What follows belongs to an exercise in optimizing a design on an open flow for small area, a short achievable clock period and few clock cycles per item; a production flow would make more cautious choices. RTL that was checked went through simulation tests only; none was proved equivalent to the original.

old:
==> flow/design.v <==
module gf32_mul (
    input  wire [24:0] a,
    input  wire [4:0]  b,
    output wire [4:0]  y
);
    assign y = (a[4:0]   & {5{b[0]}}) ^ (a[9:5]   & {5{b[1]}}) ^ (a[14:10] & {5{b[2]}}) ^
               (a[19:15] & {5{b[3]}}) ^ (a[24:20] & {5{b[4]}});
endmodule
module gf32_inv (
    input  wire [4:0]  a,
    output reg  [24:0] g,
    output reg  [4:0]  tau
);
    always @* begin
        case (a)
            5'd0: begin g = 25'h0000000; tau = 5'h00; end
            5'd1: begin g = 25'h0FAAD21; tau = 5'h09; end
            5'd2: begin g = 25'h12131BA; tau = 5'h08; end
            5'd3: begin g = 25'h1C2CA04; tau = 5'h1E; end
            5'd4: begin g = 25'h1A8EEA3; tau = 5'h02; end
            5'd5: begin g = 25'h0953770; tau = 5'h16; end
            5'd6: begin g = 25'h0546059; tau = 5'h13; end
            5'd7: begin g = 25'h14D1E43; tau = 5'h04; end
            5'd8: begin g = 25'h0F3782D; tau = 5'h15; end
            5'd9: begin g = 25'h11FF027; tau = 5'h19; end
            5'd10: begin g = 25'h132863B; tau = 5'h11; end
            5'd11: begin g = 25'h17C0555; tau = 5'h03; end
            5'd12: begin g = 25'h04BB8FB; tau = 5'h1A; end
            5'd13: begin g = 25'h17665F1; tau = 5'h1C; end
            5'd14: begin g = 25'h01332E2; tau = 5'h01; end
            5'd15: begin g = 25'h01539BC; tau = 5'h05; end
            5'd16: begin g = 25'h02D72C5; tau = 5'h0E; end
            5'd17: begin g = 25'h1B2094D; tau = 5'h14; end
            5'd18: begin g = 25'h02716B8; tau = 5'h0D; end
            5'd19: begin g = 25'h07C2DD0; tau = 5'h07; end
            5'd20: begin g = 25'h0799326; tau = 5'h0F; end
            5'd21: begin g = 25'h158A645; tau = 5'h10; end
            5'd22: begin g = 25'h147FF5D; tau = 5'h1F; end
            5'd23: begin g = 25'h0B4AB2C; tau = 5'h0C; end
            5'd24: begin g = 25'h0E99B1A; tau = 5'h12; end
            5'd25: begin g = 25'h1240EF6; tau = 5'h1D; end
            5'd26: begin g = 25'h1E3D7E2; tau = 5'h06; end
            5'd27: begin g = 25'h065FE2C; tau = 5'h18; end
            5'd28: begin g = 25'h0B22511; tau = 5'h0A; end
            5'd29: begin g = 25'h10399F4; tau = 5'h17; end
            5'd30: begin g = 25'h1AEE124; tau = 5'h0B; end
            5'd31: begin g = 25'h1E6EC77; tau = 5'h1B; end
            default: begin g = 25'h0; tau = 5'h0; end
        endcase
    end
endmodule
module gf32_log (
    input  wire [4:0]  a,
    output wire [30:0] m
);
    assign m[30] = (a == 5'd1);
    assign m[29] = (a == 5'd2);
    assign m[28] = (a == 5'd4);
    assign m[27] = (a == 5'd8);
    assign m[26] = (a == 5'd16);
    assign m[25] = (a == 5'd5);
    assign m[24] = (a == 5'd10);
    assign m[23] = (a == 5'd20);
    assign m[22] = (a == 5'd13);
    assign m[21] = (a == 5'd26);
    assign m[20] = (a == 5'd17);
    assign m[19] = (a == 5'd7);
    assign m[18] = (a == 5'd14);
    assign m[17] = (a == 5'd28);
    assign m[16] = (a == 5'd29);
    assign m[15] = (a == 5'd31);
    assign m[14] = (a == 5'd27);
    assign m[13] = (a == 5'd19);
    assign m[12] = (a == 5'd3);
    assign m[11] = (a == 5'd6);
    assign m[10] = (a == 5'd12);
    assign m[9] = (a == 5'd24);
    assign m[8] = (a == 5'd21);
    assign m[7] = (a == 5'd15);
    assign m[6] = (a == 5'd30);
    assign m[5] = (a == 5'd25);
    assign m[4] = (a == 5'd23);
    assign m[3] = (a == 5'd11);
    assign m[2] = (a == 5'd22);
    assign m[1] = (a == 5'd9);
    assign m[0] = (a == 5'd18);
endmodule
module flex_bch (
    input  wire        clk,
    input  wire        rst,
    input  wire        in_valid,
    output wire        in_ready,
    input  wire        in_op,
    input  wire [31:0] in_word,
    output wire        out_valid,
    input  wire        out_ready,
    output wire [31:0] out_word,
    output wire        out_ok,
    output wire [1:0]  out_nfix
);
    wire [4:0] s1, s3;
    wire [9:0] e;            
    wire xn31 = in_word[4] ^ in_word[15];
    wire xn32 = in_word[2] ^ in_word[11];
    wire xn33 = in_word[1] ^ in_word[14];
    wire xn34 = in_word[10] ^ in_word[18];
    wire xn35 = in_word[0] ^ in_word[8];
    wire xn36 = in_word[3] ^ in_word[12];
    wire xn37 = in_word[7] ^ in_word[19];
    wire xn38 = in_word[16] ^ in_word[17];
    wire xn39 = in_word[22] ^ in_word[25];
    wire xn40 = in_word[5] ^ in_word[20];
    wire xn41 = in_word[6] ^ in_word[9];
    wire xn42 = xn31 ^ xn32;
    wire xn43 = xn33 ^ xn34;
    wire xn44 = in_word[13] ^ in_word[15];
    wire xn45 = in_word[21] ^ in_word[24];
    wire xn46 = xn35 ^ xn40;
    wire xn47 = in_word[13] ^ in_word[17];
    wire xn48 = in_word[0] ^ in_word[14];
    wire xn49 = in_word[11] ^ in_word[16];
    wire xn50 = xn36 ^ xn37;
    wire xn51 = xn38 ^ xn41;
    wire xn52 = xn36 ^ xn49;
    wire xn53 = xn32 ^ xn44;
    wire xn54 = in_word[23] ^ in_word[26];
    wire xn55 = in_word[8] ^ in_word[16];
    wire xn56 = in_word[13] ^ in_word[14];
    wire xn57 = in_word[9] ^ in_word[20];
    wire xn58 = in_word[10] ^ in_word[12];
    wire xn59 = in_word[27] ^ in_word[28];
    wire xn60 = in_word[7] ^ in_word[27];
    wire xn61 = in_word[6] ^ in_word[23];
    wire xn62 = xn35 ^ xn37;
    wire xn63 = in_word[19] ^ xn41;
    wire xn64 = xn39 ^ xn59;
    wire xn65 = xn33 ^ xn55;
    wire xn66 = xn39 ^ xn61;
    wire xn67 = xn45 ^ xn48;
    wire xn68 = xn31 ^ xn54;
    wire xn69 = xn47 ^ xn58;
    wire xn70 = xn46 ^ xn51;
    wire xn71 = xn42 ^ xn66;
    wire xn72 = xn42 ^ xn43;
    assign s1[0] = ((((in_word[13] ^ in_word[30]) ^ xn31) ^ (xn39 ^ xn40)) ^ (xn50 ^ xn65));
    assign s1[1] = ((((in_word[13] ^ in_word[18]) ^ (in_word[29] ^ in_word[6])) ^ xn42) ^ (xn50 ^ xn67));
    assign s1[2] = ((((in_word[28] ^ in_word[8]) ^ xn34) ^ (xn37 ^ xn38)) ^ xn71);
    assign s1[3] = ((((in_word[15] ^ in_word[22]) ^ (in_word[3] ^ in_word[5])) ^ (xn45 ^ xn60)) ^ (xn43 ^ xn51));
    assign s1[4] = ((((in_word[21] ^ in_word[2]) ^ xn56) ^ xn68) ^ xn70);
    assign s3[0] = ((((in_word[12] ^ in_word[25]) ^ (in_word[30] ^ in_word[6])) ^ (xn38 ^ xn45)) ^ xn72);
    assign s3[1] = ((((in_word[26] ^ in_word[4]) ^ xn57) ^ xn52) ^ (xn64 ^ xn67));
    assign s3[2] = ((((in_word[0] ^ in_word[18]) ^ (in_word[26] ^ in_word[5])) ^ (xn38 ^ xn39)) ^ (xn50 ^ xn53));
    assign s3[3] = ((((in_word[1] ^ in_word[21]) ^ (in_word[29] ^ in_word[5])) ^ xn64) ^ (xn68 ^ xn69));
    assign s3[4] = (((xn33 ^ xn60) ^ xn46) ^ xn71);
    assign e[0] = (xn69 ^ ((in_word[20] ^ xn37) ^ xn42));
    assign e[1] = (xn63 ^ (xn43 ^ xn52));
    assign e[2] = (xn53 ^ ((in_word[9] ^ (in_word[17] ^ in_word[5])) ^ (xn34 ^ xn35)));
    assign e[3] = (xn65 ^ ((in_word[19] ^ xn57) ^ xn53));
    assign e[4] = (xn62 ^ ((in_word[12] ^ xn44) ^ xn43));
    assign e[5] = (xn63 ^ (((in_word[20] ^ in_word[2]) ^ xn31) ^ (xn34 ^ xn48)));
    assign e[6] = (((in_word[9] ^ (in_word[7] ^ in_word[8])) ^ (xn36 ^ xn40)) ^ xn72);
    assign e[7] = (((in_word[4] ^ (in_word[10] ^ in_word[3])) ^ (xn32 ^ xn33)) ^ ((xn41 ^ xn47) ^ xn62));
    assign e[8] = ((((in_word[19] ^ in_word[1]) ^ xn31) ^ (in_word[3] ^ (in_word[11] ^ in_word[18]))) ^ xn70);
    assign e[9] = (xn52 ^ ((in_word[18] ^ xn56) ^ xn46));
    wire [9:0] d_hi = in_op ? {e[0], e[1], e[2], e[3], e[4], e[5], e[6], e[7], e[8], e[9]}
                            : in_word[30:21];
    reg        full;
    reg [30:0] word;
    assign in_ready  = !full || out_ready;
    assign out_valid = full;
    always @(posedge clk) begin
        if (rst)
            full <= 1'b0;
        else if (in_ready)
            full <= in_valid;
    end
    wire [24:0] g;
    wire [4:0]  tau;
    gf32_inv u_tab (.a(s1), .g(g), .tau(tau));
    wire [4:0] pa, pb;
    gf32_mul u_pa (.a({10'd0, g[14:0]}), .b({2'b00, s3[2:0]}), .y(pa));
    gf32_mul u_pb (.a({g[24:15], 15'd0}), .b({s3[4:3], 3'b000}), .y(pb));
    wire d_ta = ~^(tau[2:0] & s3[2:0]);
    wire d_tb = ^(tau[4:3] & s3[4:3]);
    reg       b31, op, remz, ta, tb;
    reg [4:0] ra, rb, rc;
    always @(posedge clk) begin
        if (in_ready) begin
            b31  <= in_word[31];
            op   <= in_op;
            remz <= (s1 == 5'd0 && s3 == 5'd0);
            ta   <= d_ta;
            tb   <= d_tb;
            word <= {d_hi, in_word[20:0]};
            ra   <= pa;
            rb   <= pb;
            rc   <= pb ^ s1;
        end
    end
    wire fix = !op && !(ta ^ tb);
    wire ok  = op || remz || fix;
    wire [4:0] r1 = ra ^ rc, r2 = ra ^ rb;
    wire b31_out = b31 && !ok;
    wire [30:0] m1, m2;
    gf32_log u_m1 (.a(r1), .m(m1));
    gf32_log u_m2 (.a(r2), .m(m2));
    assign out_word = {b31_out, word ^ ((m1 | m2) & {31{fix}})};
    assign out_ok   = ok;
    assign out_nfix = {fix && r1 != 5'd0, fix && r1 == 5'd0};
endmodule
==> flow/config.mk <==
export PLATFORM = sky130hd
export DESIGN_NAME = flex_bch
export DESIGN_NICKNAME = flex_bch
export VERILOG_FILES = /design/flow/design.v
export SDC_FILE = /design/flow/constraint.sdc
export NUM_CORES = 4
export LEC_CHECK = 0
export CAP_MARGIN = 20
export CORE_MARGIN = 2
export CORE_UTILIZATION = 40
export CTS_BUF_LIST = sky130_fd_sc_hd__clkbuf_4 sky130_fd_sc_hd__clkbuf_8
export PLACE_DENSITY = 0.6
export SETUP_SLACK_MARGIN = 3.5
export SLEW_MARGIN = 20
==> flow/constraint.sdc <==
create_clock -name core_clock -period 8.0 [get_ports {clk}]
set_input_delay 1.6000 -clock core_clock [delete_from_list [all_inputs] [get_ports {clk}]]
set_output_delay 1.6000 -clock core_clock [all_outputs]
set_load 0.01 [all_outputs]
standard.sh (not shown) runs the stock make flow with config.mk's settings and CLKGATE_MAP_FILE= SYNTH_SCRIPT=/design/flow/synth_recipe.tcl, a recipe that flattens the netlist after the stock synthesis.
==> flow/flow/run.sh <==
#!/bin/bash
# Layout: the standard flow (ORFS synthesis, floorplan, power grid, place, CTS,
# route) with two changes:
#  - the half/full adder cells and the 3-input XOR/XNOR cells are added to the
#    platform's don't-use list, so Yosys's adder extraction leaves the XOR logic to
#    ABC, which maps it into faster 2-input gates;
#  - the port buffers are buf_2 cells instead of the delay cells buffer_ports picks.
# Registers are untouched: same names and cell types as the standard synthesis.
# ORFS writes each step's log to orfs/logs/; make's output goes to standard.log.
set -euo pipefail
export BUFFER_PORTS_ARGS="-buffer_cell sky130_fd_sc_hd__buf_2"
PLATFORM_DONT_USE=$(make -s -C "$FLOW_HOME" DESIGN_CONFIG="$PWD/config.mk" WORK_HOME="$PWD/orfs_q" print-DONT_USE_CELLS 2>/dev/null | sed -n 's/^DONT_USE_CELLS *: *//p')
rm -rf orfs_q
EXTRA=""
for c in ha_1 ha_2 ha_4 fa_1 fa_2 fa_4 xor3_1 xor3_2 xor3_4 xnor3_1 xnor3_2 xnor3_4; do
  EXTRA="$EXTRA sky130_fd_sc_hd__$c"
done
echo "DONT_USE_CELLS=$PLATFORM_DONT_USE$EXTRA" > dont_use.log
bash standard.sh "DONT_USE_CELLS=$PLATFORM_DONT_USE$EXTRA" finish > standard.log 2>&1
Testbench counts of old, summed over its fixed seeds: cycles 4,808, items 4,800.
Relative to old, the following input files were edited for new:
diff --git a/flow/design.v b/flow/design.v
--- a/flow/design.v
+++ b/flow/design.v
@@ -175,32 +175,26 @@
             full <= in_valid;
     end
     wire [24:0] g;
-    wire [4:0]  tau;
+    wire [4:0]  tau, x1, x2;
     gf32_inv u_tab (.a(s1), .g(g), .tau(tau));
-    wire [4:0] pa, pb;
-    gf32_mul u_pa (.a({10'd0, g[14:0]}), .b({2'b00, s3[2:0]}), .y(pa));
-    gf32_mul u_pb (.a({g[24:15], 15'd0}), .b({s3[4:3], 3'b000}), .y(pb));
-    wire d_ta = ~^(tau[2:0] & s3[2:0]);
-    wire d_tb = ^(tau[4:3] & s3[4:3]);
-    reg       b31, op, remz, ta, tb;
-    reg [4:0] ra, rb, rc;
+    gf32_mul u_x2  (.a(g), .b(s3), .y(x2));
+    assign x1 = x2 ^ s1;
+    wire trc = ~^(tau & s3);
+    wire d_fix = !in_op && !trc;
+    wire d_ok  = in_op || (s1 == 5'd0 && s3 == 5'd0) || d_fix;
+    reg       b31, ok, fix;
+    reg [4:0] r1, r2;
     always @(posedge clk) begin
         if (in_ready) begin
-            b31  <= in_word[31];
-            op   <= in_op;
-            remz <= (s1 == 5'd0 && s3 == 5'd0);
-            ta   <= d_ta;
-            tb   <= d_tb;
+            b31  <= in_word[31] && !d_ok;
+            ok   <= d_ok;
+            fix  <= d_fix;
             word <= {d_hi, in_word[20:0]};
-            ra   <= pa;
-            rb   <= pb;
-            rc   <= pb ^ s1;
+            r1   <= x1;
+            r2   <= x2;
         end
     end
-    wire fix = !op && !(ta ^ tb);
-    wire ok  = op || remz || fix;
-    wire [4:0] r1 = ra ^ rc, r2 = ra ^ rb;
-    wire b31_out = b31 && !ok;
+    wire b31_out = b31;
     wire [30:0] m1, m2;
     gf32_log u_m1 (.a(r1), .m(m1));
     gf32_log u_m2 (.a(r2), .m(m2));
==> comparison <==
The least setup slack across all paths after layout of new falls short of that of old by 0.14 ns.
Summary of new over old: core utilization now larger, met1 global-route usage +2.8 points.
new against old: average routed wire per standard cell now sits higher; design area grew by 720 um^2; final wirelength up about 14%.
In terms of clock latency on the worst-skew pair, new and old differ only marginally.
Against old, new comes in 17 lower on synthesized cell count.
On count of unique library cells instantiated by Yosys: between new and old, it ends up higher for old.
Status: clock slew seen by the registers of the worst setup and hold paths parity (old, new)
Function not checked in new: the RTL went through the layout flow alone.

## afterwards: timing with drivers on the ports
The flow's constraints put no driver on any port. The routed layouts listed below were extracted and timed again, unchanged, in two steps.
Step 1 assumes that a clkbuf_16 drives the clock port and a buf_2 every other input.
Step 2 times the ports against the registers' clock, not the clock port: input delays grow and output delays shrink by t, the midpoint of the rising clock arrivals with the driver on.
Slacks: ideal ports / drivers / drivers and shift; pairs: ideal ports / drivers.
run	shift t [ns]	setup slack, ns	worst slew at a driven data input, ns
old	0.332	3.580 / 3.595 / 3.264	0.03
new	0.341	3.438 / 3.448 / 3.107	0.08
After both steps setup and hold are still met in every run listed. For new, which loses most, drivers alone change the setup slack by +0.010 ns; drivers and shift together by -0.331 ns.
